What follows belongs to an exercise in optimizing a design on an open flow for a short achievable clock period and few clock cycles; a production flow would make more cautious choices.
Only simulation tests tie the RTL to the original design; equivalence was not proved.
No activity file was given, so power comes from the tool's default toggle rates.

==> design.v <==
module il_core (
    input  wire        clk,
    input  wire        rst,
    input  wire        start,
    input  wire [15:0] prog_len,
    output wire        busy,
    output wire [15:0] acc,
    output wire [15:0] last_line,
    output wire [4:0]  esp,
    output wire [4:0]  csp,
    output wire        prog_valid,
    output wire [15:0] prog_addr,
    input  wire        prog_ready,
    input  wire [15:0] prog_word,
    input  wire [15:0] prog_opr,
    output wire        mem_valid,
    output wire        mem_we,
    output wire [1:0]  mem_region,
    output wire [4:0]  mem_slot,
    output wire [15:0] mem_wdata,
    input  wire        mem_ready,
    input  wire [15:0] mem_rdata
);
    localparam DEPTH = 20;
    localparam [4:0] OP_LOAD = 5'd1,  OP_STOR = 5'd2,  OP_SET = 5'd3,
                     OP_AND  = 5'd5,  OP_OR   = 5'd6,  OP_XOR = 5'd7,
                     OP_ADD  = 5'd8,  OP_SUB  = 5'd9,  OP_MUL = 5'd10,
                     OP_DIV  = 5'd11, OP_GT   = 5'd12, OP_GE  = 5'd13,
                     OP_EQ   = 5'd14, OP_NE   = 5'd15, OP_LE  = 5'd16,
                     OP_LT   = 5'd17, OP_JUMP = 5'd18, OP_CALL = 5'd19,
                     OP_RET  = 5'd20, OP_CLOSE = 5'd21;
    localparam [2:0] PH_RUN  = 3'd0,    
                     PH_CMEM = 3'd1,    
                     PH_MUL1 = 3'd2,
                     PH_MUL2 = 3'd3,
                     PH_MUL3 = 3'd4,
                     PH_DIV0 = 3'd5,
                     PH_DIVI = 3'd6;
    integer k;
    reg [15:0] acc_r;
    reg [15:0] last_line_r;
    reg [4:0]  esp_r;
    reg [4:0]  csp_r;
    reg [15:0] edisc;
    reg        esp_z, esp_f;    
    reg        ed_z, ed_f;      
    reg [4:0]  estk_op [0:DEPTH-1];    
    reg        estk_n  [0:DEPTH-1];    
    reg [15:0] estk_a  [0:DEPTH-1];    
    reg [15:0] cstk    [0:DEPTH-1];    
    reg        busy_r;
    reg        idle_r;     
    reg        pv;         
    reg        fmore;      
    reg [15:0] pa;         
    reg [15:0] plen;
    reg        cp_push, cp_pop;
    reg        spec;       
    reg        redir;      
    reg [15:0] rd_pa;
    reg        rd_more;
    reg [15:0] cp_val;
    wire [15:0] ctop = cp_push ? cp_val : (cp_pop ? cstk[1] : cstk[0]);
    function [7:0] decode_addr;    
        input [15:0] a;
        reg h0, h1, h2, h3, l0, l1, l2, l3, v;
        reg [4:0] dm;
        begin
            h0 = (a[15:5] == 11'd0);       
            h1 = (a[15:6] == 10'h09C);     
            h2 = (a[15:7] == 9'h0EA);      
            h3 = (a[15:7] == 9'h138);      
            l0 = (a[4:0] >= 5'd1)  && (a[4:0] <= 5'd26);
            l1 = (a[5:0] >= 6'h11) && (a[5:0] <= 6'h2A);
            l2 = (a[6:0] >= 7'h31) && (a[6:0] <= 7'h4A);
            l3 = (a[6:0] >= 7'h41) && (a[6:0] <= 7'h5A);
            v  = (h0 & l0) | (h1 & l1) | (h2 & l2) | (h3 & l3);
            dm = a[4:0] - 5'd1;             
            decode_addr = {v, {2{v}} & {h2 | h3, h1 | h3},
                           {5{v}} & {dm[4] ^ (h1 | h2), dm[3:0]}};
        end
    endfunction
    wire [4:0] p_op  = (prog_word[7:0] > 8'd21) ? 5'd0 : prog_word[4:0];
    wire       p_i   = prog_word[8];
    wire       p_n   = prog_word[9];
    wire       p_c   = prog_word[10];
    wire       p_g   = prog_word[11];
    wire       p_ld  = (p_op == OP_LOAD);
    wire       p_st  = (p_op == OP_STOR);
    wire       p_sr  = (p_op == 5'd3) || (p_op == 5'd4);
    wire       p_bin = (p_op >= OP_AND) && (p_op <= OP_LT);
    wire       p_md  = (p_op == OP_MUL) || (p_op == OP_DIV);
    wire       p_j   = (p_op == OP_JUMP);
    wire       p_cl  = (p_op == OP_CALL);
    wire       p_rt  = (p_op == OP_RET);
    wire       p_cls = (p_op == OP_CLOSE);
    wire       p_ctrl = p_j | p_cl | p_rt;
    wire [7:0] p_dec = decode_addr(prog_opr);
    wire       p_mok = p_dec[7];
    wire k_ld   = p_ld & !p_g;
    wire k_open = p_g & (p_ld | p_st | p_bin);
    wire k_stor = p_st & !p_g;
    wire k_bin  = p_bin & !p_g;
    wire [6:0] p_kind = {p_ctrl, p_cls, k_bin, p_sr, k_stor, k_open, k_ld};
    wire p_memreq = p_mok & ((k_ld & !p_i) | (k_open & p_bin & !p_i) |
                             k_stor | p_sr | (k_bin & !p_i));
    wire p_useimm = (p_ld & (p_i | p_g)) | (p_st & p_g) | (p_bin & p_i);
    wire [15:0] p_vimm = (p_useimm ? prog_opr : 16'd0) ^ {16{p_n & k_bin}};
    wire p_rinv = k_ld & p_n;
    wire p_we   = k_stor | p_sr;
    wire p_mod  = !(k_stor | p_sr | p_ctrl);
    wire p_fin  = !p_cls & !(k_bin & p_md);    
    wire p_logic = (p_op == OP_AND) || (p_op == OP_OR) || (p_op == OP_XOR);
    wire p_nacc = !(k_ld | (k_bin & p_memreq & !p_md));
    wire p_exec = !(p_op == 5'd0);    
    wire [15:0] pa1 = pa + 16'd1;
    localparam QW = 77;
    wire [QW-1:0] p_ent = {p_sps, p_nacc, p_fin, p_mod, p_we, p_rinv, p_memreq, p_dec[4:0], p_dec[6:5],
                           pa1, p_vimm, prog_opr, p_c, p_n, p_i, p_op, p_kind};
    localparam QD = 3;
    reg [QW-1:0] q [0:QD-1];
    reg [QD:0]   qv;         
    wire         b_v = qv[0];
    reg        e_v;
    reg [2:0]  e_ph;
    reg        ph_run_r;   
    reg [6:0]  e_kind;
    reg [4:0]  e_op;
    reg        e_i, e_n, e_c;
    reg [15:0] e_opr, e_vimm, e_line1;
    reg [1:0]  e_region;
    reg [4:0]  e_slot;
    reg        e_memreq, e_rinv, e_we, e_mod, e_fin, e_nacc;
    reg        e_sp;       
    reg        w_pend;
    reg [4:0]  w_op;
    reg [15:0] w_b;
    reg        m_req;      
    reg [15:0] mA, mB;
    reg [15:0] m4 [0:2];    
    reg        mdiv;
    reg [15:0] dR, dD, dQ;
    reg [3:0]  dCnt;
    reg        dZero;
    wire e_kld   = e_kind[0];
    wire e_kopen = e_kind[1];
    wire e_kstor = e_kind[2];
    wire e_ksr   = e_kind[3];
    wire e_kbin  = e_kind[4];
    wire e_kcls  = e_kind[5];
    wire e_kctrl = e_kind[6];
    reg  acc_nz;     
    wire e_stall = w_pend && e_nacc;
    wire e_run  = e_v && (e_ph == PH_RUN) && !e_stall;
    wire e_cm   = e_v && (e_ph == PH_CMEM);
    wire e_cond = acc_nz ^ e_n;
    assign mem_valid  = m_req & (!e_ksr | (acc_nz ^ e_n)) & !(w_pend & e_nacc);
    assign mem_we     = e_we;
    assign mem_region = e_region;
    assign mem_slot   = e_slot;
    wire   mhs        = mem_valid & mem_ready;
    reg        wsw, wsb, wss, wnb;    
    assign mem_wdata  = ({16{wsw}} & ~(acc_r ^ {16{wnb}})) |
                        {15'd0, (wsb & ~(acc_nz ^ wnb)) | wss};
    wire [15:0] rdm   = {mem_rdata[15:1] & {15{e_region[1]}}, mem_rdata[0]};
    wire [15:0] rd_inv = rdm ^ {{15{e_rinv & e_region[1]}}, e_rinv};    
    wire [15:0] rd_bin = rdm ^ {16{e_n}};          
    wire [4:0]  top_op = estk_op[0];
    wire        top_n  = estk_n[0];
    wire [15:0] top_a  = estk_a[0];
    function [15:0] s16;
        input [16:0] x;
        s16 = x[15:0];
    endfunction
    function [16:0] add16;
        input [15:0] a;
        input [15:0] b;
        input        ci;
        reg   [15:0] g, p, gg, pp2;
        integer j, d;
        begin
            g = a & b;
            p = a ^ b;
            g[0] = g[0] | (p[0] & ci);
            gg  = g;
            pp2 = p;
            for (d = 1; d < 16; d = d * 2) begin
                for (j = 15; j >= d; j = j - 1) begin
                    gg[j]  = gg[j] | (pp2[j] & gg[j-d]);
                    pp2[j] = pp2[j] & pp2[j-d];
                end
            end
            add16 = {gg[15], p ^ {gg[14:0], ci}};
        end
    endfunction
    function [15:0] alu;
        input [4:0]  op;
        input [15:0] a;
        input [15:0] b;
        reg   [16:0] d, d2, sm;
        reg          lt, gt, cl, ce, cg, cmp;
        begin
            sm = add16(a, b, 1'b0);
            d  = add16(a, ~b, 1'b1);
            d2 = add16(b, ~a, 1'b1);
            lt = !d[16];
            gt = !d2[16];
            cl = (op == OP_LT) || (op == OP_LE) || (op == OP_NE);
            ce = (op == OP_GE) || (op == OP_EQ) || (op == OP_LE);
            cg = (op == OP_GT) || (op == OP_GE) || (op == OP_NE);
            cmp = lt ? cl : (gt ? cg : ce);
            alu = ({16{op == OP_AND}} & (a & b)) |
                  ({16{op == OP_OR}}  & (a | b)) |
                  ({16{op == OP_XOR}} & (a ^ b)) |
                  ({16{op == OP_ADD}} & sm[15:0]) |
                  ({16{op == OP_SUB}} & d[15:0]) |
                  {15'd0, cmp};
        end
    endfunction
    function sum_zero;
        input [15:0] a;
        input [15:0] b;
        sum_zero = (((a ^ b) ^ {(a[14:0] | b[14:0]), 1'b0}) == 16'd0);
    endfunction
    function alu_nz;
        input [4:0]  op;
        input [15:0] a;
        input [15:0] b;
        reg   [16:0] d, d2;
        reg          lt, gt, cl, ce, cg;
        begin
            d  = add16(a, ~b, 1'b1);
            d2 = add16(b, ~a, 1'b1);
            lt = !d[16];
            gt = !d2[16];
            cl = (op == OP_LT) || (op == OP_LE) || (op == OP_NE);
            ce = (op == OP_GE) || (op == OP_EQ) || (op == OP_LE);
            cg = (op == OP_GT) || (op == OP_GE) || (op == OP_NE);
            case (op)
                OP_AND: alu_nz = ((a & b) != 16'd0);
                OP_OR:  alu_nz = ((a | b) != 16'd0);
                OP_XOR, OP_SUB: alu_nz = (a != b);
                OP_ADD: alu_nz = !sum_zero(a, b);
                OP_GT, OP_GE, OP_EQ, OP_NE, OP_LE, OP_LT:
                        alu_nz = lt ? cl : (gt ? cg : ce);
                default: alu_nz = 1'b0;
            endcase
        end
    endfunction
    wire [15:0] yw = alu(w_op, acc_r, w_b);
    wire [15:0] yr   = alu(e_op, acc_r, e_vimm);             
    wire [15:0] c_b  = acc_r ^ {16{top_n}};
    wire [15:0] yc   = top_n ? alu(top_op, top_a, ~acc_r) : alu(top_op, top_a, acc_r);
    wire        yc_nz = top_n ? alu_nz(top_op, top_a, ~acc_r) : alu_nz(top_op, top_a, acc_r);
    wire        r_md = (top_op == OP_MUL) || (top_op == OP_DIV);
    wire [7:0] acc_dec = decode_addr(acc_r);
    wire       c_disc  = !ed_z;
    wire       c_empty = esp_z;
    wire       c_ldst  = (top_op == OP_LOAD) || (top_op == OP_STOR);
    wire       c_done  = c_disc || c_empty || (!c_ldst && !r_md);
    function [31:0] csa;    
        input [15:0] x, y, z;
        reg   [15:0] s, c;
        begin
            s = x ^ y ^ z;
            c = (x & y) | (x & z) | (y & z);
            csa = {c[14:0], 1'b0, s};
        end
    endfunction
    wire        ph_run = ph_run_r;
    wire [15:0] oA = ph_run ? acc_r : mA;
    wire [15:0] oB = ph_run ? e_vimm : mB;
    wire [16:0] bx = {oB, 1'b0};
    reg  [2:0]  bt;
    reg         bneg;
    reg  [15:0] bm;
    reg  [15:0] mt [0:20];
    always @(*) begin
        mt[8] = 16'd0;
        for (k = 0; k < 8; k = k + 1) begin
            bt   = bx[2*k +: 3];
            bneg = bt[2] && !(bt[1] && bt[0]);
            bm   = (bt[1] ^ bt[0]) ? oA :
                   ((bt == 3'b011) || (bt == 3'b100)) ? {oA[14:0], 1'b0} : 16'd0;
            mt[k] = (bneg ? ~bm : bm) << (2*k);
            mt[8][2*k] = bneg;
        end
        for (k = 0; k < 6; k = k + 1) begin
            mt[9 + 2*k]  = mt[3*k] ^ mt[3*k+1] ^ mt[3*k+2];
            mt[10 + 2*k] = ((mt[3*k] & mt[3*k+1]) | (mt[3*k] & mt[3*k+2]) |
                            (mt[3*k+1] & mt[3*k+2])) << 1;
        end
    end
    wire [31:0] mf_2 = csa(m4[0], m4[1], m4[2]);
    wire [15:0] mf_s2 = mf_2[15:0];
    wire [15:0] mf_c2 = mf_2[31:16];
    wire [15:0] mfin  = mf_s2 + mf_c2;
    function [1:0] lz4;    
        input [3:0] n;
        lz4 = n[3] ? 2'd0 : n[2] ? 2'd1 : n[1] ? 2'd2 : 2'd3;
    endfunction
    function [4:0] lzc;
        input [15:0] x;
        begin
            if (x[15:12] != 4'd0)     lzc = {3'd0, lz4(x[15:12])};
            else if (x[11:8] != 4'd0) lzc = {3'd1, lz4(x[11:8])};
            else if (x[7:4] != 4'd0)  lzc = {3'd2, lz4(x[7:4])};
            else if (x[3:0] != 4'd0)  lzc = {3'd3, lz4(x[3:0])};
            else                      lzc = 5'd16;
        end
    endfunction
    wire [15:0] capA = e_kcls ? top_a : acc_r;
    wire [15:0] capB = mhs ? rd_bin : (e_kcls ? c_b : e_vimm);
    wire [4:0]  lzA  = lzc(capA);
    wire [4:0]  lzB  = lzc(capB);
    reg  [4:0]  dS_r;
    reg         dZ_r;
    wire [15:0] dD1 = dD >> 1;
    wire [16:0] d_t = {1'b0, dR} - {1'b0, dD};
    wire        d_ge = !d_t[16];
    wire [16:0] d_u = {1'b0, dR} - {1'b0, dD1};
    wire [17:0] d_x = {2'b0, dR};
    wire [17:0] d_y = ~{2'b0, dD};
    wire [17:0] d_z = ~{2'b0, dD1};
    wire [17:0] d_s = d_x ^ d_y ^ d_z;
    wire [17:0] d_c = {((d_x[16:0] & d_y[16:0]) | (d_x[16:0] & d_z[16:0]) |
                        (d_y[16:0] & d_z[16:0])), 1'b1};
    wire [17:0] d_v = d_s + d_c + 18'd1;               
    wire        d_ge2 = d_ge ? !d_v[17] : !d_u[16];
    wire [15:0] d_r2 = d_ge ? (d_ge2 ? d_v[15:0] : d_t[15:0])
                            : (d_ge2 ? d_u[15:0] : dR);
    task mul_tree;
        begin
            for (k = 0; k < 3; k = k + 1) m4[k] <= mt[18 + k];
            e_ph <= PH_MUL3;
            ph_run_r <= 1'b0;
        end
    endtask
    task div_setup;
        begin
            dZero <= dZ_r;
            dR    <= mA;
            dD    <= mB << dS_r[3:0];
            dQ    <= 16'd0;
            dCnt  <= dS_r[3:0];
            e_ph  <= PH_DIVI;
            ph_run_r <= 1'b0;
        end
    endtask
    reg e_done;
    always @(*) begin
        e_done = 1'b0;
        if (e_v) begin
            case (e_ph)
            PH_RUN:  e_done = !e_stall && (e_kcls ? c_done : (e_fin && (!mem_valid || mem_ready)));
            PH_CMEM: e_done = !m_req || mem_ready;
            PH_MUL3: e_done = 1'b1;
            PH_DIVI: e_done = dZero || (dCnt[3:1] == 3'd0);
            default: e_done = 1'b0;
            endcase
        end
    end
    wire e_accept = !e_v || e_done;
    wire e_lg   = (e_op == OP_AND) || (e_op == OP_OR) || (e_op == OP_XOR);
    wire em_bin = 1'b0;                                      
    wire em_lg  = e_run & e_kbin & e_fin & m_req;            
    wire [15:0] ylg = alu(e_op, acc_r, rd_bin);
    wire em_rd  = (e_run & (e_kld | (e_kopen & !esp_f)) & m_req) |
                  (e_cm & !e_we & m_req);
    reg        o_en;       
    reg        o_yr;       
    reg        o_yc;       
    reg [15:0] o_val;      
    reg        o_nz;       
    always @(*) begin
        o_en  = 1'b0;
        o_yr  = 1'b0;
        o_yc  = 1'b0;
        o_val = 16'd0;
        o_nz  = 1'b0;
        if (e_v) begin
            case (e_ph)
            PH_RUN: if (!e_stall) begin
                if (e_kld && !e_memreq) begin
                    o_en = 1'b1;  o_val = e_vimm;  o_nz = (e_vimm != 16'd0);
                end else if (e_kopen && !e_memreq && !esp_f) begin
                    o_en = 1'b1;  o_val = e_vimm;  o_nz = (e_vimm != 16'd0);
                end else if (e_kbin && e_fin && !e_memreq) begin
                    o_en = 1'b1;  o_yr = 1'b1;
                end else if (e_kcls && !c_disc && !c_empty) begin
                    if (top_op == OP_STOR) begin
                        o_en = 1'b1;  o_val = top_a;  o_nz = (top_a != 16'd0);
                    end else if (top_op == OP_LOAD) begin
                        o_en = !acc_dec[7];  o_val = 16'd0;
                    end else if (!r_md && top_op >= OP_AND && top_op <= OP_LT) begin
                        o_en = 1'b1;  o_yc = 1'b1;
                    end
                end
            end
            PH_MUL3: begin
                o_en = 1'b1;
            end
            PH_DIVI: begin
                o_en = dZero || (dCnt[3:1] == 3'd0);
            end
            default: ;
            endcase
        end
    end
    wire        t_bin  = mem_ready & em_bin;
    wire        t_rd   = mem_ready & em_rd;
    wire        t_lg   = mem_ready & em_lg;
    wire        s_mul  = e_v & (e_ph == PH_MUL3);
    wire        s_div  = e_v & (e_ph == PH_DIVI) & !dZero & (dCnt[3:1] == 3'd0);
    wire [15:0] y_div  = dCnt[0] ? {dQ[13:0], d_ge, d_ge2} : {dQ[14:0], d_ge};
    wire        nz_div = (dCnt[0] ? (dQ[13:0] != 14'd0) || d_ge2 : (dQ[14:0] != 15'd0)) || d_ge;
    wire        s_oth  = o_en & !o_yr & !o_yc & !s_mul & !s_div;
    wire        s_yw   = w_pend & !t_rd & !o_en;
    wire        s_hold = !(t_rd | t_lg | o_en | w_pend);
    wire [15:0] acc_nx = ({16{t_rd}} & rd_inv) | ({16{t_lg}} & ylg) |
                         ({16{o_yr}} & yr) | ({16{o_yc}} & yc) | ({16{s_yw}} & yw) |
                         ({16{s_mul}} & mfin) | ({16{s_div}} & y_div) |
                         ({16{s_oth}} & o_val) | ({16{s_hold}} & acc_r);
    wire        lg_nz  = alu_nz(e_op, acc_r, rd_bin);
    wire        nz_nx  = (t_rd & (rd_inv != 16'd0)) | (t_lg & lg_nz) |
                         (o_yr & alu_nz(e_op, acc_r, e_vimm)) | (o_yc & yc_nz) |
                         (s_yw & alu_nz(w_op, acc_r, w_b)) | (s_mul & !sum_zero(mf_s2, mf_c2)) | (s_div & nz_div) |
                         (s_oth & o_nz) | (s_hold & acc_nz);
    wire        hs       = pv && prog_ready;
    wire        lt_pa1   = (pa1 < plen);
    wire        lt_opr   = (prog_opr < plen);
    wire        lt_ctop  = (ctop < plen);
    reg         q_mod;
    always @(*) begin
        q_mod = 1'b0;
        for (k = 0; k < QD; k = k + 1)
            if (qv[k] && q[k][QW-4]) q_mod = 1'b1;
    end
    wire        acc_stable = !(e_v && e_mod) && !q_mod && !w_pend;
    wire        w_j      = (prog_word[7:0] == 8'd18);
    wire        w_cl     = (prog_word[7:0] == 8'd19);
    wire        w_rt     = (prog_word[7:0] == 8'd20);
    wire        w_ctrl   = w_j | w_cl | w_rt;
    wire        w_nop    = (prog_word[7:0] == 8'd0) || (prog_word[7:0] > 8'd21);
    wire        p_hold   = w_ctrl && ((p_c && !acc_stable) || (spec && !w_j));
    wire        p_sps    = p_hold && !spec;       
    wire        p_go     = !p_hold && (!p_c || (acc_nz ^ p_n));
    wire        p_push   = w_cl && p_go && (csp_r != DEPTH);
    wire        p_pop    = w_rt && p_go && (csp_r != 5'd0);
    wire        p_tj     = (w_j && p_go) || p_push;
    wire        p_tr     = w_rt && p_go;
    wire        p_toE    = !w_nop && (!w_ctrl || p_hold);
    wire [15:0] p_next   = p_tj ? prog_opr : (p_tr ? (p_pop ? ctop : 16'hFFFF) : pa1);
    wire        p_lt     = p_tj ? lt_opr : (p_tr ? (p_pop && lt_ctop) : lt_pa1);
    wire        p_more   = p_lt && !(p_hold && spec);
    wire        x_e      = e_run && e_kctrl;
    wire        flush;       
    wire        hs_ok    = hs && !redir && !flush;    
    wire        e_go     = !e_c || e_cond;
    wire        e_push   = (e_op == OP_CALL) && e_go && (csp_r != DEPTH);
    wire        e_pop    = (e_op == OP_RET) && e_go && (csp_r != 5'd0);
    wire        e_tj     = ((e_op == OP_JUMP) && e_go) || e_push;
    wire        e_tr     = (e_op == OP_RET) && e_go;
    wire [15:0] e_next   = e_tj ? e_opr : (e_tr ? (e_pop ? ctop : 16'hFFFF) : e_line1);
    assign      flush    = x_e && e_sp && (e_tj || e_tr);
    wire        fl_wait  = pv && !prog_ready;    
    wire        e_lt     = e_tj ? (e_opr < plen) : (e_tr ? (e_pop && lt_ctop) : (e_line1 < plen));
    reg        fmore_n, e_v_n;
    wire       x_own  = flush || redir || (x_e && !e_sp);
    wire       c_port = hs && !x_own;
    wire       f_oth  = flush ? (fl_wait || e_lt) : redir ? (!hs || rd_more) :
                        (x_e && !e_sp) ? e_lt : fmore;
    wire [15:0] pa_oth = flush ? (fl_wait ? pa : e_next) : redir ? (hs ? rd_pa : pa) :
                         (x_e && !e_sp) ? e_next : pa;
    wire [15:0] pa_d  = ({16{c_port & p_tj}} & prog_opr) |
                        ({16{c_port & p_tr & p_pop}} & ctop) |
                        {16{c_port & p_tr & !p_pop}} |
                        ({16{c_port & !p_tj & !p_tr}} & pa1) |
                        ({16{!c_port}} & pa_oth);
    reg [QD:0] qv_n;
    wire       q_pop  = e_accept && b_v;
    wire       q_push = hs_ok && p_toE && !(e_accept && !b_v);
    wire [QW-1:0] src = b_v ? q[0] : p_ent;    
    wire       c_to_cm = e_run && e_kcls && !c_disc && !c_empty && c_ldst;
    wire       ksr_nx  = !c_to_cm && (e_accept ? src[3] : e_ksr);
    wire       n_nx    = c_to_cm ? top_n : (e_accept ? src[13] : e_n);
    wire       set_nx  = e_accept ? (src[11:7] == OP_SET) : (e_op == OP_SET);
    wire       p_word  = (prog_opr[15:7] == 9'h0EA) || (prog_opr[15:7] == 9'h138);
    wire       word_nx = c_to_cm ? acc_dec[6] :
                         (e_accept ? (b_v ? q[0][64] : p_word) : e_region[1]);
    wire       m_req_nx = flush ? 1'b0 : c_to_cm ? acc_dec[7] :
                          e_accept ? (b_v ? q[0][QW-7] : (hs_ok && p_toE && p_memreq)) :
                          (m_req && !mhs);
    always @(*) begin
        fmore_n = c_port ? p_more : f_oth;
        for (k = 0; k < QD; k = k + 1) begin
            if (q_pop && !q_push)      qv_n[k] = qv[k+1];
            else if (q_push && !q_pop) qv_n[k] = qv[k] | ((k == 0) ? 1'b1 : qv[k-1]);
            else                       qv_n[k] = qv[k];
        end
        qv_n[QD] = 1'b0;
        if (flush) qv_n = {(QD+1){1'b0}};
        e_v_n = e_v;
        if (e_accept) e_v_n = !flush && (b_v || (hs_ok && p_toE));
    end
    reg        sp_pend;
    reg [4:0]  sp_op;
    reg        sp_n;
    reg [15:0] sp_a;
    wire push_go = e_run && e_kopen && !esp_f && (!m_req || mem_ready);
    wire pop_go  = e_run && e_kcls && !c_disc && !c_empty;
    always @(posedge clk) begin
        if (rst) begin
            sp_pend <= 1'b0;
        end else begin
            if (push_go) begin
                estk_op[0] <= e_op;
                estk_n[0]  <= e_n;
                estk_a[0]  <= acc_r;
                sp_op <= estk_op[0];
                sp_n  <= estk_n[0];
                sp_a  <= estk_a[0];
            end else if (pop_go) begin
                estk_op[0] <= sp_pend ? sp_op : estk_op[1];
                estk_n[0]  <= sp_pend ? sp_n  : estk_n[1];
                estk_a[0]  <= sp_pend ? sp_a  : estk_a[1];
            end
            if (sp_pend && !pop_go) begin
                estk_op[1] <= sp_op;
                estk_n[1]  <= sp_n;
                estk_a[1]  <= sp_a;
                for (k = 2; k < DEPTH; k = k + 1) begin
                    estk_op[k] <= estk_op[k-1];
                    estk_n[k]  <= estk_n[k-1];
                    estk_a[k]  <= estk_a[k-1];
                end
            end else if (pop_go && !sp_pend) begin
                for (k = 1; k < DEPTH - 1; k = k + 1) begin
                    estk_op[k] <= estk_op[k+1];
                    estk_n[k]  <= estk_n[k+1];
                    estk_a[k]  <= estk_a[k+1];
                end
            end
            sp_pend <= push_go;
        end
    end
    always @(posedge clk) begin
        if (rst) begin
            cp_push <= 1'b0;
            cp_pop  <= 1'b0;
        end else begin
            cp_push <= busy_r && (x_e ? e_push : (hs_ok && p_push));
            cp_pop  <= busy_r && (x_e ? e_pop : (hs_ok && p_pop));
            cp_val  <= x_e ? e_line1 : pa1;
            if (cp_push) begin
                cstk[0] <= cp_val;
                for (k = 1; k < DEPTH; k = k + 1) cstk[k] <= cstk[k-1];
            end else if (cp_pop) begin
                for (k = 0; k < DEPTH - 1; k = k + 1) cstk[k] <= cstk[k+1];
            end
        end
    end
    always @(posedge clk) begin
        if (rst) begin
            busy_r <= 1'b0;
            idle_r <= 1'b1;
            pv     <= 1'b0;
            fmore  <= 1'b0;
            qv     <= {(QD+1){1'b0}};
            e_v    <= 1'b0;
            e_ph   <= PH_RUN;
            ph_run_r <= 1'b1;
            m_req  <= 1'b0;
            spec   <= 1'b0;
            redir  <= 1'b0;
            w_pend <= 1'b0;
            pa       <= 16'd0;
            e_slot   <= 5'd0;
            e_region <= 2'd0;
            acc_r  <= 16'd0;
            acc_nz <= 1'b0;
            esp_r  <= 5'd0;
            esp_z  <= 1'b1;
            esp_f  <= 1'b0;
            ed_z   <= 1'b1;
            ed_f   <= 1'b0;
            csp_r  <= 5'd0;
            edisc  <= 16'd0;
        end else if (!busy_r) begin
            if (start) begin
                busy_r <= 1'b1;
                idle_r <= 1'b0;
                plen   <= prog_len;
                pa     <= 16'd0;
                fmore  <= (prog_len != 16'd0);
                pv     <= (prog_len != 16'd0);
                last_line_r <= pa;
            end
        end else begin
            fmore  <= fmore_n;
            qv     <= qv_n;
            e_v    <= e_v_n;
            pv     <= fmore_n && !qv_n[QD-1];
            busy_r <= fmore_n || qv_n[0] || e_v_n || t_bin;
            idle_r <= !(fmore_n || qv_n[0] || e_v_n || t_bin);
            wsw    <= !ksr_nx && word_nx;
            wsb    <= !ksr_nx && !word_nx;
            wss    <= ksr_nx && set_nx;
            wnb    <= !n_nx;
            if (x_e) begin
                if (e_push) csp_r <= csp_r + 5'd1;
                else if (e_pop) csp_r <= csp_r - 5'd1;
            end else if (hs_ok) begin
                if (p_push) csp_r <= csp_r + 5'd1;
                else if (p_pop) csp_r <= csp_r - 5'd1;
            end
            pa <= pa_d;
            if (flush) begin
                rd_pa   <= e_next;
                rd_more <= e_lt;
            end
            redir <= flush ? fl_wait : (redir && !hs);
            if (x_e && e_sp) spec <= 1'b0;
            else if (hs_ok && p_sps) spec <= 1'b1;
            for (k = 0; k < QD; k = k + 1) begin
                if (q_pop) begin
                    if (hs && qv[k] && !qv[k+1]) q[k] <= p_ent;
                    else if (k < QD - 1) q[k] <= q[k+1];
                end else if (hs && !qv[k] && ((k == 0) || qv[k-1])) begin
                    q[k] <= p_ent;
                end
            end
            m_req <= m_req_nx;
            if (e_accept) begin
                e_ph <= PH_RUN;
                ph_run_r <= 1'b1;
                {e_sp, e_nacc, e_fin, e_mod, e_we, e_rinv, e_memreq, e_slot, e_region, e_line1, e_vimm,
                 e_opr, e_c, e_n, e_i, e_op, e_kind} <= b_v ? q[0] : p_ent;
            end
            acc_r  <= acc_nx;
            acc_nz <= nz_nx;
            w_pend <= t_bin;
            w_op   <= e_op;
            w_b    <= rd_bin;
            if (e_v) begin
                case (e_ph)
                PH_RUN: if (!e_stall) begin
                    if (e_kopen) begin
                        if (mhs || !e_memreq) begin
                            if (!esp_f) begin
                                esp_r <= esp_r + 5'd1;
                                esp_z <= 1'b0;
                                esp_f <= (esp_r == DEPTH - 1);
                            end else if (!ed_f) begin
                                edisc <= edisc + 16'd1;
                                ed_z  <= 1'b0;
                                ed_f  <= (edisc == 16'hFFFE);
                            end
                        end
                    end else if (e_kbin) begin
                        if (mhs || !e_memreq) begin
                            if (!e_fin) begin
                                mdiv <= (e_op == OP_DIV);
                                if (mhs) begin
                                    mA   <= acc_r;
                                    mB   <= rd_bin;
                                    dS_r <= lzB - lzA;
                                    dZ_r <= (capB == 16'd0) || (lzB < lzA);
                                    e_ph <= (e_op == OP_DIV) ? PH_DIV0 : PH_MUL1;
                                    ph_run_r <= 1'b0;
                                end else if (e_op == OP_DIV) begin
                                    mA   <= acc_r;
                                    mB   <= e_vimm;
                                    dS_r <= lzB - lzA;
                                    dZ_r <= (capB == 16'd0) || (lzB < lzA);
                                    e_ph <= PH_DIV0;
                                    ph_run_r <= 1'b0;
                                end else begin
                                    mul_tree;
                                end
                            end
                        end
                    end else if (e_kcls) begin
                        if (c_disc) begin
                            edisc <= edisc - 16'd1;
                            ed_z  <= (edisc == 16'd1);
                            ed_f  <= 1'b0;
                        end else if (!c_empty) begin
                            esp_r <= esp_r - 5'd1;
                            esp_z <= (esp_r == 5'd1);
                            esp_f <= 1'b0;
                            if (c_ldst) begin
                                e_ph     <= PH_CMEM;
                                ph_run_r <= 1'b0;
                                e_region <= acc_dec[6:5];
                                e_slot   <= acc_dec[4:0];
                                e_we     <= (top_op == OP_STOR);
                                e_n      <= top_n;
                                e_rinv   <= top_n;
                            end else if (r_md) begin
                                mdiv <= (top_op == OP_DIV);
                                mA   <= top_a;
                                mB   <= c_b;
                                dS_r <= lzB - lzA;
                                dZ_r <= (capB == 16'd0) || (lzB < lzA);
                                e_ph <= (top_op == OP_DIV) ? PH_DIV0 : PH_MUL1;
                                ph_run_r <= 1'b0;
                            end
                        end
                    end
                end
                PH_MUL1: begin
                    mul_tree;
                end
                PH_DIV0: begin
                    div_setup;
                end
                PH_DIVI: begin
                    dR   <= d_r2;
                    dD   <= dD >> 2;
                    dQ   <= {dQ[13:0], d_ge, d_ge2};
                    dCnt <= dCnt - 4'd2;
                end
                default: ;
                endcase
            end
        end
    end
    assign busy       = busy_r;
    assign acc        = acc_r;
    assign last_line  = idle_r ? pa : last_line_r;
    assign esp        = esp_r;
    assign csp        = csp_r;
    assign prog_valid = pv;
    assign prog_addr  = pa;
endmodule
==> run.sh <==
#!/bin/bash
# synth_recipe.tcl (not shown) runs the flow's synth.tcl, then flattens the netlist and writes it again
# the make line also repeats each setting of config.mk as NAME=value (left out here)
make -C /OpenROAD-flow-scripts/flow DESIGN_CONFIG=/design/flow/config.mk WORK_HOME=/design/flow/orfs CLKGATE_MAP_FILE= SYNTH_SCRIPT=/design/flow/synth_recipe.tcl finish
==> config.mk <==
export PLATFORM = sky130hd
export DESIGN_NAME = il_core
export DESIGN_NICKNAME = il_core
export VERILOG_FILES = /design/flow/design.v
export SDC_FILE = /design/flow/constraint.sdc
export NUM_CORES = 4
export LEC_CHECK = 0
export CAP_MARGIN = 30
export CORE_MARGIN = 2
export CORE_UTILIZATION = 40
export SETUP_SLACK_MARGIN = 5.0
export SLEW_MARGIN = 20
==> constraint.sdc <==
create_clock -name core_clock -period 8.0 [get_ports {clk}]
set_input_delay 1.6000 -clock core_clock [delete_from_list [all_inputs] [get_ports {clk}]]
set_output_delay 1.6000 -clock core_clock [all_outputs]
set_load 0.01 [all_outputs]
==> results of run 1 <==
cell families (layout without fill, tap and decap cells):
logic type | count (synthesis) | after routing | synth area share (%)
AOI/OAI and AO/OA | 1613 | 1619 | 12.87
DFF | 1350 | 1350 | 49.01
adders and majority gates | 489 | 489 | 8.312
muxes | 925 | 925 | 12.66
xor gates and xnor gates | 339 | 339 | 3.678
other | 0 | 3 | 0
buffers and inverters | 783 | 1767 | 3.734
and+or+nand+nor | 1692 | 1703 | 9.741
worst max-delay path: cells and delay by family, from the launching register on:
| kind | cells | cell delay [ps] |
|---|---|---|
| flip-flops | 1 | 390 |
| adder cells (fa/ha/maj) | 2 | 970 |
| buffers and inverters | 5 | 680 |
| XOR/XNOR | 8 | 1240 |
| multiplexers | 1 | 300 |
| AO/OA/AOI/OAI | 1 | 140 |
report_power, final:
part           internal [W]  switching, W
sequential          0.00775     0.0000613
clock               0.00392       0.00300
combinational      0.000740      0.000962
total                0.0124       0.00403
Yosys cell counts (all sizes together), types with 27 or more instances:
cell / count
and3: 43
a22oi: 72
and2: 46
nand3: 88
xor2: 80
inv: 347
xnor2: 259
edfxtp: 1262
a221oi: 48
o21ai: 413
nor2b: 52
dfxtp: 88
mux2: 782
nor4: 68
a31oi: 50
o21a: 29
o22ai: 55
clkbuf: 340
a21o: 54
ha: 408
o31ai: 35
nor3: 99
nor2: 457
mux2i: 143
a211oi: 65
a21oi: 440
nand4: 65
fa: 81
buf: 91
nand2b: 50
o211ai: 85
nand2: 616
or3: 27
metal layers:
| layer | routed length [µm] | up-vias | GRT usage (%) |
|---|---|---|---|
| li1 | - | 28580 | - |
| met2 | 135600 | 3538 | 42.45 |
| met1 | 117200 | 32490 | 35.24 |
| met5 | 45 | - | 0 |
| met3 | 26760 | 1058 | 5.293 |
| met4 | 22400 | 6 | 15.73 |
layout by cell type (no fill, tap or decap), types with 66 or more instances in the layout:
cell       count
edfxtp_1    1262
clkbuf_16    179
nand2_2       75
o21ai_2       77
xnor2_1      212
buf_12       110
nand2_1      480
ha_4          72
buf_6        244
a21oi_1      307
nand3_1       77
o211ai_1      84
o21ai_0      257
buf_4        568
a21oi_2      112
mux2i_1      113
nor2_1       368
nor3_1        72
o21ai_1       66
inv_1        268
mux2_2       752
ha_1         306
worst max-delay path by stage:
stage / start / to / slack (ps) / depth (start not counted)
final: ph_run_r / m4[1][15] / 4010 / 17
after global routing: ph_run_r / m4[1][15] / 3890 / 17
after CTS: ph_run_r / m4[1][15] / 4070 / 18
after detailed placement: mem_rdata[2] / acc_r[14] / 2020 / 15
after global placement: mem_rdata[2] / acc_r[14] / 2040 / 15
after floorplan: rst / estk_a[10][0] / -280 / 4
per-stage QoR:
step	utilization, %	instance area (µm²)	power (W)	TNS, ps	setup WS [ps]
after floorplan	-	80990	0.008716	-110130	-278.1
after global placement	42.50	85720	0.009155	0	2039
after detailed placement	42.61	85940	0.009176	0	2021
after CTS	50.41	101700	0.01633	0	4074
after global routing	53.16	107200	0.01693	0	3888
final	53.16	107200	0.01644	0	4011
repair_timing:
item | CTS | global route
buffers inserted | 526 | 187
endpoints found under the setup margin | 2033 | 1188
pin swaps | 312 | 354
resized for setup | 1851 | 823
cloned | 58 | 39
cell type report:
cell class	instances	share of cell area (%)
inverter	352	1.304
sequential	1350	37.15
clock inverter	78	0.8203
multi-input combinational	5075	41.96
timing repair buffer	1144	11.99
clock buffer	193	3.651
tap	2672	3.118
antenna	3	0.007001
flip-flops by register name, summed over array words and instances, names as in the netlist, 20 cells and up:
register / cells
estk_n: 20
cstk: 320
estk_a: 320
q: 222
m4: 33
estk_op: 100
==> results.txt, run 1 <==
synthesized cell area 80,920 µm²; 1st-pass router iterations 6; CP Launch Type register; Post-synth EDFFs 1,262; status complete, no violations; Reg clk slew, reported paths 60 ps; clock period minus worst slack 3989 ps; die area 205,900 µm²; Post-synth top flop edfxtp_1; top area cells in the synthesized netlist edfxtp_1 47%, mux2_2 11%, ha_1 6.3%, nand2_1 2.8%, xnor2_1 2.8%; register-to-register setup slack 4010 ps; Worst Skew 57.43 ps; worst r2r src ph_run_r; critical-path maximum fanout 13; r2r worst-path depth 17; NumNets Final 8,630; number of global-route vias before repair 62.64k; core footprint 201,700 µm²; initial antenna violation count 8; Yosys warnings 9; slowest stage delay, CP 580 ps; Fin. Hold Viols 0; most used cell, CP xnor2_1; hold worst-path end estk_a[19][1]; Die Ht 453.8 µm; worst hold-check path type register to register; Final ANT Viol Nets 0; Fill cells 16.68k; WHS 432.6 ps; Inst Count DP 9,780; critical-path cell list buf_6 > mux2i_4 > clkinvlp_4 > buf_4 > buf_4 > xnor2_1 > o21ai_0 > fa_1 > inv_2 > fa_2 > xnor2_2 > xnor2_1 > xnor2_1 > xnor2_1 > xnor2_1 > xnor2_1 > xnor2_1; syn_nets 7,749; Hold Buf Count CTS 0; Setup CP Type register to register; top cell type's share of synthesized area 46.83%; Mean Syn Cell Area 11.25 µm²; I/O pin total 154; multi-input logic area 44,990 µm²; global-route wire length before repair 418,800 µm; #FFs+latches synth 1,350; Skew-Pair Late Insertion Delay 850 ps; # DRC 0; Max Fclk 0.2507 GHz; post-synth top area cell edfxtp_1; crit path DAT 4550 ps; Lkg Pwr 39.56 nW; clock sink total 1,350; layout cells sized above 1 39.65%; grt ovf 0; Final Cycle Share 49.87%; CTS H-tree depth 4; CP required 8570 ps; wire per inst 27.79 µm; post-synthesis cell type count 107; Post-Syn Instances 7,191; Slew HR 21.45%; cell area power density 153.3 nW/µm²; r2r endpoint m4[1][15]; unrepaired setup endpoints after global routing yes; vias post-DR 65.67k; # setup viols final 0; Initial Utilization 40.12%; Routed WL 301,900 µm; num rows 165; Slew Viols, Final 0; Via-to-Cell Ratio 6.043; Final GP Congestion 0.9839; chip width 453.8 µm; Total Routing Usage GR 27.20%; IO buf count 149; Worst Hold Launch estk_a[18][1]; DP HPWL 181,100 µm; Initial DRC Count 7,133; total CTS buffers 149; CTS root buf clkbuf_16; FF+latch area 39,840 µm²; Peak VDD IR 203.0 µV; WHS Path Cells 0; Max Cap Violations 0; Synth async-reset ratio 0%; Non-Filler Instances 10.87k; register area share after synthesis 49.01%; Area Overhead vs Synth 32.52%; nature of the critical path endpoint register; worst slew pin tran 1176 ps; clk buf depth 3; CP max stage cell fa_1; CTS tree yes; largest net degree at the start of global routing 214
Testbench counts, summed over its fixed seeds: cycles 53,608.
==> run 2, diff against run 1 <==
--- a/design.v
+++ b/design.v
@@ -35,7 +35,8 @@
                      PH_MUL2 = 3'd3,
                      PH_MUL3 = 3'd4,
                      PH_DIV0 = 3'd5,
-                     PH_DIVI = 3'd6;
+                     PH_DIVI = 3'd6,
+                     PH_CW   = 3'd7;    
     integer k;
     reg [15:0] acc_r;
     reg [15:0] last_line_r;
@@ -137,6 +138,8 @@
     reg [15:0] w_b;
     reg        m_req;      
     reg [15:0] mA, mB;
+    reg [23:0] bd_r;       
+    reg        cw_b;       
     reg [15:0] m4 [0:2];    
     reg        mdiv;
     reg [15:0] dR, dD, dQ;
@@ -257,7 +260,8 @@
     wire       c_disc  = !ed_z;
     wire       c_empty = esp_z;
     wire       c_ldst  = (top_op == OP_LOAD) || (top_op == OP_STOR);
-    wire       c_done  = c_disc || c_empty || (!c_ldst && !r_md);
+    wire       c_cmp   = (top_op >= OP_GT) && (top_op <= OP_LT);
+    wire       c_done  = c_disc || c_empty || (!c_ldst && !r_md && !c_cmp);
     function [31:0] csa;    
         input [15:0] x, y, z;
         reg   [15:0] s, c;
@@ -267,23 +271,29 @@
             csa = {c[14:0], 1'b0, s};
         end
     endfunction
-    wire        ph_run = ph_run_r;
-    wire [15:0] oA = ph_run ? acc_r : mA;
-    wire [15:0] oB = ph_run ? e_vimm : mB;
-    wire [16:0] bx = {oB, 1'b0};
-    reg  [2:0]  bt;
-    reg         bneg;
+    function [23:0] booth;
+        input [15:0] b;
+        reg   [16:0] x;
+        reg   [2:0]  t;
+        integer j;
+        begin
+            x = {b, 1'b0};
+            for (j = 0; j < 8; j = j + 1) begin
+                t = x[2*j +: 3];
+                booth[3*j]     = t[2] && !(t[1] && t[0]);                
+                booth[3*j + 1] = t[1] ^ t[0];                            
+                booth[3*j + 2] = (t == 3'b011) || (t == 3'b100);         
+            end
+        end
+    endfunction
     reg  [15:0] bm;
     reg  [15:0] mt [0:20];
     always @(*) begin
         mt[8] = 16'd0;
         for (k = 0; k < 8; k = k + 1) begin
-            bt   = bx[2*k +: 3];
-            bneg = bt[2] && !(bt[1] && bt[0]);
-            bm   = (bt[1] ^ bt[0]) ? oA :
-                   ((bt == 3'b011) || (bt == 3'b100)) ? {oA[14:0], 1'b0} : 16'd0;
-            mt[k] = (bneg ? ~bm : bm) << (2*k);
-            mt[8][2*k] = bneg;
+            bm = ({16{bd_r[3*k+1]}} & acc_r) | ({16{bd_r[3*k+2]}} & {acc_r[14:0], 1'b0});
+            mt[k] = (bd_r[3*k] ? ~bm : bm) << (2*k);
+            mt[8][2*k] = bd_r[3*k];
         end
         for (k = 0; k < 6; k = k + 1) begin
             mt[9 + 2*k]  = mt[3*k] ^ mt[3*k+1] ^ mt[3*k+2];
@@ -356,6 +366,7 @@
             PH_CMEM: e_done = !m_req || mem_ready;
             PH_MUL3: e_done = 1'b1;
             PH_DIVI: e_done = dZero || (dCnt[3:1] == 3'd0);
+            PH_CW:   e_done = 1'b1;
             default: e_done = 1'b0;
             endcase
         end
@@ -392,11 +403,16 @@
                         o_en = 1'b1;  o_val = top_a;  o_nz = (top_a != 16'd0);
                     end else if (top_op == OP_LOAD) begin
                         o_en = !acc_dec[7];  o_val = 16'd0;
-                    end else if (!r_md && top_op >= OP_AND && top_op <= OP_LT) begin
+                    end else if (top_op == OP_MUL) begin
+                        o_en = 1'b1;  o_val = top_a;  o_nz = (top_a != 16'd0);
+                    end else if (!r_md && !c_cmp && top_op >= OP_AND && top_op <= OP_LT) begin
                         o_en = 1'b1;  o_yc = 1'b1;
                     end
                 end
             end
+            PH_CW: begin
+                o_en = 1'b1;  o_val = {15'd0, cw_b};  o_nz = cw_b;
+            end
             PH_MUL3: begin
                 o_en = 1'b1;
             end
@@ -634,6 +650,7 @@
             if (e_accept) begin
                 e_ph <= PH_RUN;
                 ph_run_r <= 1'b1;
+                bd_r <= booth(src[46:31]);
                 {e_sp, e_nacc, e_fin, e_mod, e_we, e_rinv, e_memreq, e_slot, e_region, e_line1, e_vimm,
                  e_opr, e_c, e_n, e_i, e_op, e_kind} <= b_v ? q[0] : p_ent;
             end
@@ -664,6 +681,7 @@
                                 if (mhs) begin
                                     mA   <= acc_r;
                                     mB   <= rd_bin;
+                                    bd_r <= booth(rd_bin);
                                     dS_r <= lzB - lzA;
                                     dZ_r <= (capB == 16'd0) || (lzB < lzA);
                                     e_ph <= (e_op == OP_DIV) ? PH_DIV0 : PH_MUL1;
@@ -697,10 +715,15 @@
                                 e_we     <= (top_op == OP_STOR);
                                 e_n      <= top_n;
                                 e_rinv   <= top_n;
+                            end else if (c_cmp) begin
+                                cw_b <= yc[0];
+                                e_ph <= PH_CW;
+                                ph_run_r <= 1'b0;
                             end else if (r_md) begin
                                 mdiv <= (top_op == OP_DIV);
                                 mA   <= top_a;
                                 mB   <= c_b;
+                                bd_r <= booth(c_b);
                                 dS_r <= lzB - lzA;
                                 dZ_r <= (capB == 16'd0) || (lzB < lzA);
                                 e_ph <= (top_op == OP_DIV) ? PH_DIV0 : PH_MUL1;
==> results.txt, run 2 <==
DP HPWL 183,600 µm (+1.4%); Die Ht 457.7 µm (+0.87%); largest net degree at the start of global routing 112 (-48%); crit path DAT 2250 ps (-2300 ps); mux cell area share after synthesis 12.01% (-0.65 points); post-synthesis cell type count 103 (-3.7%); most common cell in the netlist edfxtp_1; most used cell, CP buf_6; worst hold-check path type register to register; post-route cell area 106,100 µm² (-1.0%); top cell type's share of synthesized area 46.93% (+0.098 points); Post-Synth XOR/XNOR Area 3.765% (+0.087 points); number of global-route vias before repair 64.34k (+2.7%); # DRC 0 (unchanged); num rows 166 (+0.61%); 1st-pass router iterations 9 (+3); met2 WL 137,400 µm (+1.4%); largest family of logic cells by synthesized area compound AO/OA/AOI/OAI gates; post-synth top area cell edfxtp_1; IO buf count 149 (unchanged); Peak VDD IR 192.5 µV (-5.2%); Non-Filler Instances 10.98k (+1.0%); final core utilization 51.88% (-1.3 points); Routed WL 309,000 µm (+2.3%); Inst Count DP 9,919 (+1.4%); CTS H-tree depth 4 (unchanged); Total Routing Usage GR 27.73% (+0.53 points); Final ANT Viol Nets 0 (unchanged); met3 WL 28,600 µm (+6.9%); core footprint 204,600 µm² (+1.4%); critical-path maximum fanout 3 (-10); Initial Utilization 40.25% (+0.13 points); Synth async-reset ratio 0% (unchanged); vias post-DR 66.50k (+1.3%); Mean Syn Cell Area 11.17 µm² (-0.70%); CTS root buf clkbuf_16; chip width 457.7 µm (+0.87%); Lkg Pwr 38.68 nW (-2.2%); Max Fclk 0.2598 GHz (+3.6%); synthesized cell area 82,350 µm² (+1.8%); register area share after synthesis 49.04% (about the same); top area cells in the synthesized netlist edfxtp_1 47%, mux2_2 10%, ha_1 6.5%, o21ai_0 2.7%, a21oi_1 2.7%; most common library cells after synthesis 1,287 x edfxtp_1, 752 x mux2_2, 578 x nand2_1, 569 x nor2_1, 441 x o21ai_0; cell area power density 157.2 nW/µm² (+2.5%); WHS 429.1 ps (-3.505 ps); initial antenna violation count 13 (+5); Setup CP Type register to primary output; total CTS buffers 153 (+2.7%); adder-cell share of the synthesized area 8.457% (+0.14 points); Hold Buf Count CTS 0 (unchanged); Fin. Hold Viols 0 (unchanged); Initial DRC Count 7,449 (+4.4%); Reg clk slew, reported paths 70 ps (about the same); NumNets Final 8,745 (+1.3%); Slew HR 30.87% (+9.4 points); wire per inst 28.15 µm (+1.3%); highest metal used met5; I/O pin total 154 (unchanged); Post-Syn Instances 7,370 (+2.5%); Post-Synth Simple-Gate Area 10.04% (+0.30 points); Post-Place Cell Area 86,970 µm² (+1.2%); Final GP Congestion 0.9725 (-1.2%); Yosys warnings 9 (unchanged); Skew-Pair Late Insertion Delay 840 ps (about the same); unrepaired setup endpoints after global routing yes; Post-synth top flop edfxtp_1; Post-synth EDFFs 1,287 (+2.0%); layout cells sized above 1 34.41% (-5.2 points); CTS tree yes; nature of the critical path endpoint primary output; Worst Skew 53.46 ps (-3.964 ps); most frequent cells in the layout 1,287 x edfxtp_1, 729 x mux2_2, 574 x buf_4, 534 x nand2_1, 517 x nor2_1; clock sink total 1,374 (+1.8%); CP max stage cell dfxtp_4; Final Cycle Share 48.12% (-1.8 points); grt ovf 0 (unchanged); Via-to-Cell Ratio 6.058 (+0.25%); most common cell after layout, fill and taps aside edfxtp_1; CP required 6400 ps (-2170 ps); CP Launch Type register; Slew Viols, Final 0 (unchanged); die area 209,500 µm² (+1.8%); Synth Area in Compound Gates 13.12% (+0.25 points); global-route wire length before repair 433,000 µm (+3.4%); status complete, no violations; top flop regs cstk: 320 flops, estk_a: 320 flops, q: 222 flops; # setup viols final 0 (unchanged); slowest stage delay, CP 370 ps (-210 ps); wl on met1 118,500 µm (+1.2%); syn_nets 7,947 (+2.6%); critical-path cell list clkinvlp_4 > buf_6 > a221oi_4 > a21oi_2 > or2_4 > buf_6; Area Overhead vs Synth 28.88%; clk buf depth 3 (unchanged); worst slew pin tran 1034 ps (-142.3 ps); clock period minus worst slack 3849 ps (-140.3 ps); Max Cap Violations 0 (unchanged); #FFs+latches synth 1,374 (+1.8%)
## run 2: layer usage
metal | up-vias | global-route usage [%]
li1 | 29110 | -
met1 | 32850 | 34.82
met2 | 3475 | 43.21
met3 | 1061 | 6.139
met4 | 4 | 17.79
met5 | - | 0
## run 2: cells by family (layout without fill, tap and decap cells)
group / after synthesis / count (layout)
compound gates: 1686 / 1690
flops: 1374 / 1374
buf+inv: 764 / 1662
fa+ha+maj: 508 / 508
simple gates: 1791 / 1804
mux: 893 / 893
xor+xnor: 354 / 354
other cells: 0 / 4
## run 2: critical path: cells and delay by family, from the launching register on
| kind | cells | cell delay [ps] |
|---|---|---|
| compound gates | 2 | 370 |
| simple gates | 1 | 250 |
| buf+inv | 3 | 410 |
| flops | 1 | 370 |
## run 2: layout make-up
type / count / area, µm²
Timing Repair Buffer: 1077 / 11710
Antenna cell: 4 / 10.01
Inverter: 313 / 1315
Tap cell: 2688 / 3363
Multi-Input combinational cell: 5249 / 44190
Clock buffer: 183 / 3963
Sequential cell: 1374 / 40580
Fill cell: 17310 / 98450
Clock inverter: 89 / 999.7
## run 2: what timing repair did
| item | 4_1_cts | 5_1_grt |
|---|---|---|
| endpoints found under the setup margin | 1862 | 1350 |
| buffers inserted | 554 | 158 |
| pin swaps | 305 | 272 |
| cloned | 40 | 28 |
| endpoints found under the hold margin | 0 | 0 |
| gates resized for setup | 1708 | 569 |
## run 2: metrics by stage
step	total power, W	setup slack (ps)	setup TNS (ps)
3_3_place_gp	0.009269	1599	0
6_report	0.01668	4151	0
4_1_cts	0.01662	4150	0
5_1_grt	0.01717	4095	0
3_5_place_dp	0.009285	1609	0
2_1_floorplan	0.008815	-127.8	-50590
## run 2: where the power goes
part / leakage [nW] / switching, W / internal, W
sequential: 12.5 / 0.0000743 / 0.00789
clock: 2.41 / 0.00309 / 0.00402
combinational: 23.8 / 0.000938 / 0.000666
## run 2: path summary, 6_finish.rpt
check	from	endpoint	slack (ps)	cells after the start
worst min register to register	estk_a[18][2]	estk_a[19][2]	430	0
worst max-delay path	acc_r[0]	mem_wdata[0]	4150	6
worst max register to register	e_n	dZ_r	4200	21
worst min-delay path	estk_a[18][2]	estk_a[19][2]	430	0
Testbench counts of run 2, summed over its fixed seeds: cycles 54,074.
==> run 3, diff against run 2 <==
--- a/design.v
+++ b/design.v
@@ -163,7 +163,8 @@
     assign mem_slot   = e_slot;
     wire   mhs        = mem_valid & mem_ready;
     reg        wsw, wsb, wss, wnb;    
-    assign mem_wdata  = ({16{wsw}} & ~(acc_r ^ {16{wnb}})) |
+    reg [15:0] accb_r;
+    assign mem_wdata  = ({16{wsw}} & (accb_r ^ {16{wnb}})) |
                         {15'd0, (wsb & ~(acc_nz ^ wnb)) | wss};
     wire [15:0] rdm   = {mem_rdata[15:1] & {15{e_region[1]}}, mem_rdata[0]};
     wire [15:0] rd_inv = rdm ^ {{15{e_rinv & e_region[1]}}, e_rinv};    
@@ -320,7 +321,7 @@
         end
     endfunction
     wire [15:0] capA = e_kcls ? top_a : acc_r;
-    wire [15:0] capB = mhs ? rd_bin : (e_kcls ? c_b : e_vimm);
+    wire [15:0] capB = e_memreq ? rd_bin : (e_kcls ? c_b : e_vimm);
     wire [4:0]  lzA  = lzc(capA);
     wire [4:0]  lzB  = lzc(capB);
     reg  [4:0]  dS_r;
@@ -594,6 +595,7 @@
             e_slot   <= 5'd0;
             e_region <= 2'd0;
             acc_r  <= 16'd0;
+            accb_r <= 16'hFFFF;
             acc_nz <= 1'b0;
             esp_r  <= 5'd0;
             esp_z  <= 1'b1;
@@ -655,6 +657,7 @@
                  e_opr, e_c, e_n, e_i, e_op, e_kind} <= b_v ? q[0] : p_ent;
             end
             acc_r  <= acc_nx;
+            accb_r <= ~acc_nx;
             acc_nz <= nz_nx;
             w_pend <= t_bin;
             w_op   <= e_op;
==> results.txt, run 3 <==
status complete, no violations; Initial Utilization 40.32% (+0.068 points); syn_nets 8,145 (+2.5%); 1st-pass router iterations 11 (+2); top cell type's share of synthesized area 46.15% (-0.78 points); wire per inst 30.34 µm (+7.8%); Post-Place Cell Area 88,790 µm² (+2.1%); worst hold-check path type register to register; Lkg Pwr 40.57 nW (+4.9%); Inst Count DP 10.23k (+3.1%); Slew HR 27.03% (-3.8 points); CTS H-tree depth 4 (unchanged); NumNets Final 9,046 (+3.4%); Area Overhead vs Synth 33.76%; num rows 167 (+0.60%); vias post-DR 70.83k (+6.5%); DP HPWL 203,900 µm (+11%); I/O pin total 154 (unchanged); layout cells sized above 1 38.08% (+3.7 points); post-synth top area cell edfxtp_1; Synth async-reset ratio 0% (unchanged); CP required 8690 ps (+2290 ps); Final GP Congestion 1.023 (+5.2%); core footprint 207,700 µm² (+1.5%); clk buf depth 3 (unchanged); Post-Syn Instances 7,568 (+2.7%); met1 usage 38.31% (+3.5 points); setup total negative slack 0 ps (unchanged); CTS root buf clkbuf_16; cell area power density 167.4 nW/µm² (+6.5%); Mean Syn Cell Area 11.07 µm² (-0.97%); Slew Viols, Final 0 (unchanged); top area cells in the synthesized netlist edfxtp_1 46%, mux2_2 9.9%, ha_1 6.4%, nand2_1 2.9%, a21oi_1 2.6%; nature of the critical path endpoint register; most common cell in the netlist edfxtp_1; most common cell after layout, fill and taps aside edfxtp_1; # setup viols final 0 (unchanged); Post-synth top flop edfxtp_1; register area share after synthesis 48.61% (-0.43 points); crit path DAT 4590 ps (+2340 ps); CP Launch Type input pin; final core utilization 53.94% (+2.1 points); clock sink total 1,390 (+1.2%); Via-to-Cell Ratio 6.217 (+2.6%); number of global-route vias before repair 66.65k (+3.6%); Routed WL 345,700 µm (+12%); Max Cap Violations 0 (unchanged); grt ovf 0 (unchanged); Final ANT Viol Nets 0 (unchanged); worst slew pin tran 1090 ps (+56.21 ps); Non-Filler Instances 11.39k (+3.8%); WHS 445.6 ps (+16.54 ps); post-synthesis cell type count 104 (+0.97%); chip width 461.6 µm (+0.83%); die area 213,000 µm² (+1.7%); global-route wire length before repair 467,600 µm (+8.0%); Yosys warnings 9 (unchanged); total CTS buffers 156 (+2.0%); # DRC 0 (unchanged); #FFs+latches synth 1,390 (+1.2%); critical-path maximum fanout 5 (+2); Fin. Hold Viols 0 (unchanged); Peak VDD IR 227.4 µV (+18%); Reg clk slew, reported paths 70 ps (about the same); Initial DRC Count 9,339 (+25%); most common library cells after synthesis 1,287 x edfxtp_1, 739 x mux2_2, 653 x nand2_1, 499 x nor2_1, 442 x a21oi_1; Setup CP Type input pin to register; Total Routing Usage GR 30.06% (+2.3 points); most frequent cells in the layout 1,287 x edfxtp_1, 722 x mux2_2, 571 x buf_4, 508 x nand2_1, 395 x nor2_1; IO buf count 149 (unchanged); Final Cycle Share 48.79% (+0.68 points); CTS tree yes; clock period minus worst slack 3903 ps (+54.01 ps); Post-synth EDFFs 1,287 (unchanged); Max Fclk 0.2562 GHz (-1.4%); initial antenna violation count 18 (+5); Worst Skew 76.99 ps (+23.53 ps); unrepaired setup endpoints after global routing yes; top flop regs cstk: 320 flops, estk_a: 320 flops, q: 222 flops; post-route cell area 112,000 µm² (+5.5%); Hold Buf Count CTS 0 (unchanged); largest net degree at the start of global routing 217 (+94%); synthesized cell area 83,750 µm² (+1.7%); grt met3 use 7.586% (+1.4 points); GR Util met2 45.74% (+2.5 points); gr busiest metal met2; Die Ht 461.6 µm (+0.83%); Skew-Pair Late Insertion Delay 870 ps (+30 ps)
[run 3: report_power, final]
part / switching (W) / internal, W / total [W]
sequential: 0.0000783 / 0.00799 / 0.00806
clock: 0.00319 / 0.00424 / 0.00743
combinational: 0.00195 / 0.00131 / 0.00326
[run 3: logic make-up (layout without fill, tap and decap cells)]
kind of cell             Yosys count  in the layout  synth area share [%]
adder cells (fa/ha/maj)          508            508                 8.316
AND/OR/NAND/NOR                 1895           1903                 10.64
AO/OA/AOI/OAI                   1775           1783                 13.95
flip-flops                      1390           1390                 48.61
multiplexers                     841            841                 11.17
other                              0              9                     0
XOR/XNOR                         340            340                 3.556
buffers and inverters            819           1830                 3.755
[run 3: repair_timing]
action	4_1_cts	5_1_grt
cloned	62	53
hold endpoints to repair	0	0
resized for setup	1980	799
pin swaps	359	376
setup buffers	569	184
endpoints found under the setup margin	2002	1264
[run 3: metal layers]
layer	wire length (µm)	part of all wire, %
met3	36300	10
met4	28340	8.2
met5	138	0.040
met2	150200	43
met1	130700	38
[run 3: critical path: stages]
cell,delay (ps)
buf_8,110
nand2_8,60
xor2_4,200
inv_4,90
buf_6,120
buf_6,110
fa_2,390
nor2b_4,170
o31a_1,170
buf_6,140
a21oi_4,40
a221oi_2,260
o221ai_2,180
a221oi_4,510
a41oi_2,200
a21boi_2,220
[run 3: cell type report]
cell class,count,area [µm²]
Timing Repair inverter,1,8.758
Tap cell,2788,3488
Inverter,342,1405
Antenna cell,9,22.52
Clock inverter,94,1139
Clock buffer,190,4104
Sequential cell,1390,40910
Multi-Input combinational cell,5375,46750
Timing Repair Buffer,1203,14190
Fill cell,17330,95680
[run 3: worst paths after layout]
check | to | depth (start not counted) | from | slack [ps]
max | acc_r[4] | 16 | mem_rdata[1] | 4100
min | estk_a[19][1] | 0 | estk_a[18][1] | 450
max reg2reg | accb_r[0] | 11 | acc_r[13] | 4170
min reg2reg | estk_a[19][1] | 0 | estk_a[18][1] | 450
[run 3: stage by stage]
stage	total power, W	setup slack (ps)
final	0.01875	4097
after detailed placement	0.01045	1713
after CTS	0.01855	4136
after global placement	0.01044	1700
after floorplan	0.009556	-251.9
after global routing	0.01926	4054
Testbench counts of run 3, summed over its fixed seeds: cycles 54,074.
==> run 4, diff against run 3 <==
--- a/design.v
+++ b/design.v
@@ -432,17 +432,17 @@
     wire [15:0] y_div  = dCnt[0] ? {dQ[13:0], d_ge, d_ge2} : {dQ[14:0], d_ge};
     wire        nz_div = (dCnt[0] ? (dQ[13:0] != 14'd0) || d_ge2 : (dQ[14:0] != 15'd0)) || d_ge;
     wire        s_oth  = o_en & !o_yr & !o_yc & !s_mul & !s_div;
-    wire        s_yw   = w_pend & !t_rd & !o_en;
-    wire        s_hold = !(t_rd | t_lg | o_en | w_pend);
-    wire [15:0] acc_nx = ({16{t_rd}} & rd_inv) | ({16{t_lg}} & ylg) |
-                         ({16{o_yr}} & yr) | ({16{o_yc}} & yc) | ({16{s_yw}} & yw) |
+    wire        s_yw   = w_pend & !o_en;
+    wire        s_hold = !(o_en | w_pend);
+    wire [15:0] acc_e  = ({16{o_yr}} & yr) | ({16{o_yc}} & yc) | ({16{s_yw}} & yw) |
                          ({16{s_mul}} & mfin) | ({16{s_div}} & y_div) |
                          ({16{s_oth}} & o_val) | ({16{s_hold}} & acc_r);
-    wire        lg_nz  = alu_nz(e_op, acc_r, rd_bin);
-    wire        nz_nx  = (t_rd & (rd_inv != 16'd0)) | (t_lg & lg_nz) |
-                         (o_yr & alu_nz(e_op, acc_r, e_vimm)) | (o_yc & yc_nz) |
+    wire        nz_e   = (o_yr & alu_nz(e_op, acc_r, e_vimm)) | (o_yc & yc_nz) |
                          (s_yw & alu_nz(w_op, acc_r, w_b)) | (s_mul & !sum_zero(mf_s2, mf_c2)) | (s_div & nz_div) |
                          (s_oth & o_nz) | (s_hold & acc_nz);
+    wire        lg_nz  = alu_nz(e_op, acc_r, rd_bin);
+    wire [15:0] acc_nx = t_lg ? ylg : (t_rd ? rd_inv : acc_e);
+    wire        nz_nx  = t_lg ? lg_nz : (t_rd ? (rd_inv != 16'd0) : nz_e);
     wire        hs       = pv && prog_ready;
     wire        lt_pa1   = (pa1 < plen);
     wire        lt_opr   = (prog_opr < plen);
==> results.txt, run 4 <==
Post-Synth Simple-Gate Area 10.27% (-0.37 points); crit path DAT 4630 ps (+40 ps); top area cells in the synthesized netlist edfxtp_1 46%, mux2_2 10%, ha_1 6.4%, a21oi_1 2.6%, nand2_1 2.6%; die area 212,700 µm² (-0.16%); CP Launch Type register; Reg clk slew, reported paths 70 ps (about the same); Final ANT Viol Nets 0 (unchanged); r2r worst-path depth 16 (+5); Max Cap Violations 0 (unchanged); slowest stage delay, CP 390 ps (-120 ps); Worst Skew 72.29 ps (-4.702 ps); post-synth top area cell edfxtp_1; Final GP Congestion 1.009 (-1.3%); core footprint 207,500 µm² (-0.10%); adder-cell share of the synthesized area 8.330% (+0.014 points); chip width 461.2 µm (about the same); setup total negative slack 0 ps (unchanged); Peak VDD IR 214.4 µV (-5.7%); status complete, no violations; CP bufs+invs 6 (+1); grt ovf 0 (unchanged); Synth Area in Compound Gates 13.90% (-0.050 points); Post-synth top flop edfxtp_1; 1st-pass router iterations 8 (-3); Routed WL 329,000 µm (-4.8%); num rows 167 (unchanged); cell area power density 165.4 nW/µm² (-1.2%); synthesized cell area 83,610 µm² (-0.16%); Synth async-reset ratio 0% (unchanged); Initial Utilization 40.30% (about the same); CP top delay family compound AO/OA/AOI/OAI gates; top cell type's share of synthesized area 46.22% (+0.076 points); Sequential Power Share 44.5% (+1.5 points); worst slew pin tran 1104 ps (+14.34 ps); Skew-Pair Late Insertion Delay 850 ps (-20 ps); clock sink total 1,390 (unchanged); number of global-route vias before repair 66.25k (-0.61%); CP max stage cell nor4_4; clock share of power 40.0% (+0.4 points); critical-path maximum fanout 6 (+1); Mean Syn Cell Area 11.17 µm² (+0.97%); Die Ht 461.2 µm (about the same); combinational fraction of design power 15.5% (-1.9 points); initial antenna violation count 14 (-4); Post-Synth XOR/XNOR Area 3.723% (+0.17 points); Sw Ratio 26.98% (-0.82 points); instance count on the critical path 16 (unchanged); Final Cycle Share 49.47% (+0.67 points); wire per inst 29.14 µm (-4.0%); register area share after synthesis 48.69% (+0.080 points); Area Overhead vs Synth 30.79%; WHS 440.5 ps (-5.057 ps); Net Switching 0.004880 W (-6.4%); most common cell after layout, fill and taps aside edfxtp_1; CTS root buf clkbuf_16; Max Fclk 0.2527 GHz (-1.4%); Slew HR 26.30% (-0.74 points); Slew Viols, Final 0 (unchanged); total CTS buffers 155 (-0.64%); clock period minus worst slack 3957 ps (+53.99 ps); top flop regs cstk: 320 flops, estk_a: 320 flops, q: 222 flops; largest net degree at the start of global routing 109 (-50%); nature of the critical path endpoint register; CTS tree yes; post-synthesis cell type count 102 (-1.9%); CTS H-tree depth 4 (unchanged); vias post-DR 69.74k (-1.5%); Via-to-Cell Ratio 6.176 (-0.67%); global-route wire length before repair 451,900 µm (-3.4%); critical-path cell list buf_6 > clkinvlp_4 > buf_12 > buf_6 > buf_12 > ha_4 > nor3b_4 > a221o_1 > a211o_1 > nor4_4 > nor2_4 > buf_8 > a211o_4 > a31oi_4 > o2111ai_4 > o211a_1; mux cell area share after synthesis 11.36% (+0.19 points)
run 4: per-layer routing:
| metal | GRT usage (%) | part of all wire (%) | wire length (µm) |
|---|---|---|---|
| met5 | 0 | 0.022 | 71 |
| met2 | 43.04 | 43 | 141000 |
| met1 | 36.79 | 38 | 125100 |
| met3 | 7.923 | 11 | 36580 |
| met4 | 17.55 | 8.0 | 26290 |
run 4: logic make-up after synthesis:
kind of cell,count (synthesis)
flip-flops,1390
multiplexers,853
adder cells (fa/ha/maj),508
XOR/XNOR,352
AO/OA/AOI/OAI,1776
AND/OR/NAND/NOR,1801
buffers and inverters,803
run 4: what timing repair did:
| action | in CTS | in global routing |
|---|---|---|
| gates resized for setup | 1857 | 478 |
| pin swaps | 305 | 231 |
| buffers inserted | 571 | 183 |
| endpoints found under the setup margin | 1906 | 1078 |
| hold endpoints to repair | 0 | 0 |
| gates cloned | 47 | 51 |
run 4: through the flow:
step	cell area [µm²]	utilization (%)	cells	power, W
finish	109300	52.70	11290	0.01809
global route	109300	52.70	11290	0.01864
CTS	105000	50.63	11050	0.01797
detailed placement	88680	42.74	10150	0.01016
global placement	88520	42.66	10140	0.01015
floorplan	83920	-	7483	0.009398
run 4: final cells by class:
class,instances,area (µm²)
fillers,17620,98140
multi-input cells,5308,45210
flip-flops and latches,1390,40910
repair buffers,1173,13130
clock buffers,192,4061
well taps,2788,3488
inverters,342,1456
clock inverters,90,1059
repair inverters,2,22.52
diodes,7,17.52
run 4: worst paths after layout:
path	startpoint	end	slack, ps
hold reg to reg	dZ_r	dZero	440
setup / recovery	acc_r[1]	acc_r[13]	4040
hold / removal	dZ_r	dZero	440
setup reg to reg	acc_r[1]	acc_r[13]	4040
run 4: power groups by stage:
stage | registers (W) | logic (W) | clock network (W)
after CTS | 0.00805 | 0.00256 | 0.00737
final | 0.00805 | 0.00280 | 0.00724
after global routing | 0.00805 | 0.00292 | 0.00767
after global placement | 0.00823 | 0.00191 | 0
after detailed placement | 0.00824 | 0.00192 | 0
after floorplan | 0.00820 | 0.00120 | 0
Testbench counts of run 4, summed over its fixed seeds: cycles 54,074.

## what the ideal ports hide
No port has a modelled driver above. Below, the same layouts with a new extraction and two added sets of constraints. Step 1, drivers: a clkbuf_16 drives clk and a buf_2 each remaining input, both assumed. Step 2 moves the port delays by t, midway between the first and last clock arrival at a register: inputs arrive t later, outputs are due t later. That takes back most of the time a late clock gives input paths. a / b / c = ideal ports / drivers / drivers and shift; a / b = the first two.
| run | shift t [ns] | slack for setup (ns) | cell pins on the clock port's net |
|---|---|---|---|
| run 1 | 0.912 | 4.011 / 4.011 / 3.345 | 1 |
| run 2 | 0.901 | 4.151 / 4.062 / 3.218 | 1 |
| run 3 | 0.922 | 4.097 / 4.065 / 3.218 | 1 |
| run 4 | 0.900 | 4.043 / 4.043 / 3.244 | 1 |
After both steps every run listed still meets setup and hold. For run 2, which loses most, drivers alone change the setup slack by -0.089 ns; drivers and shift together by -0.933 ns.
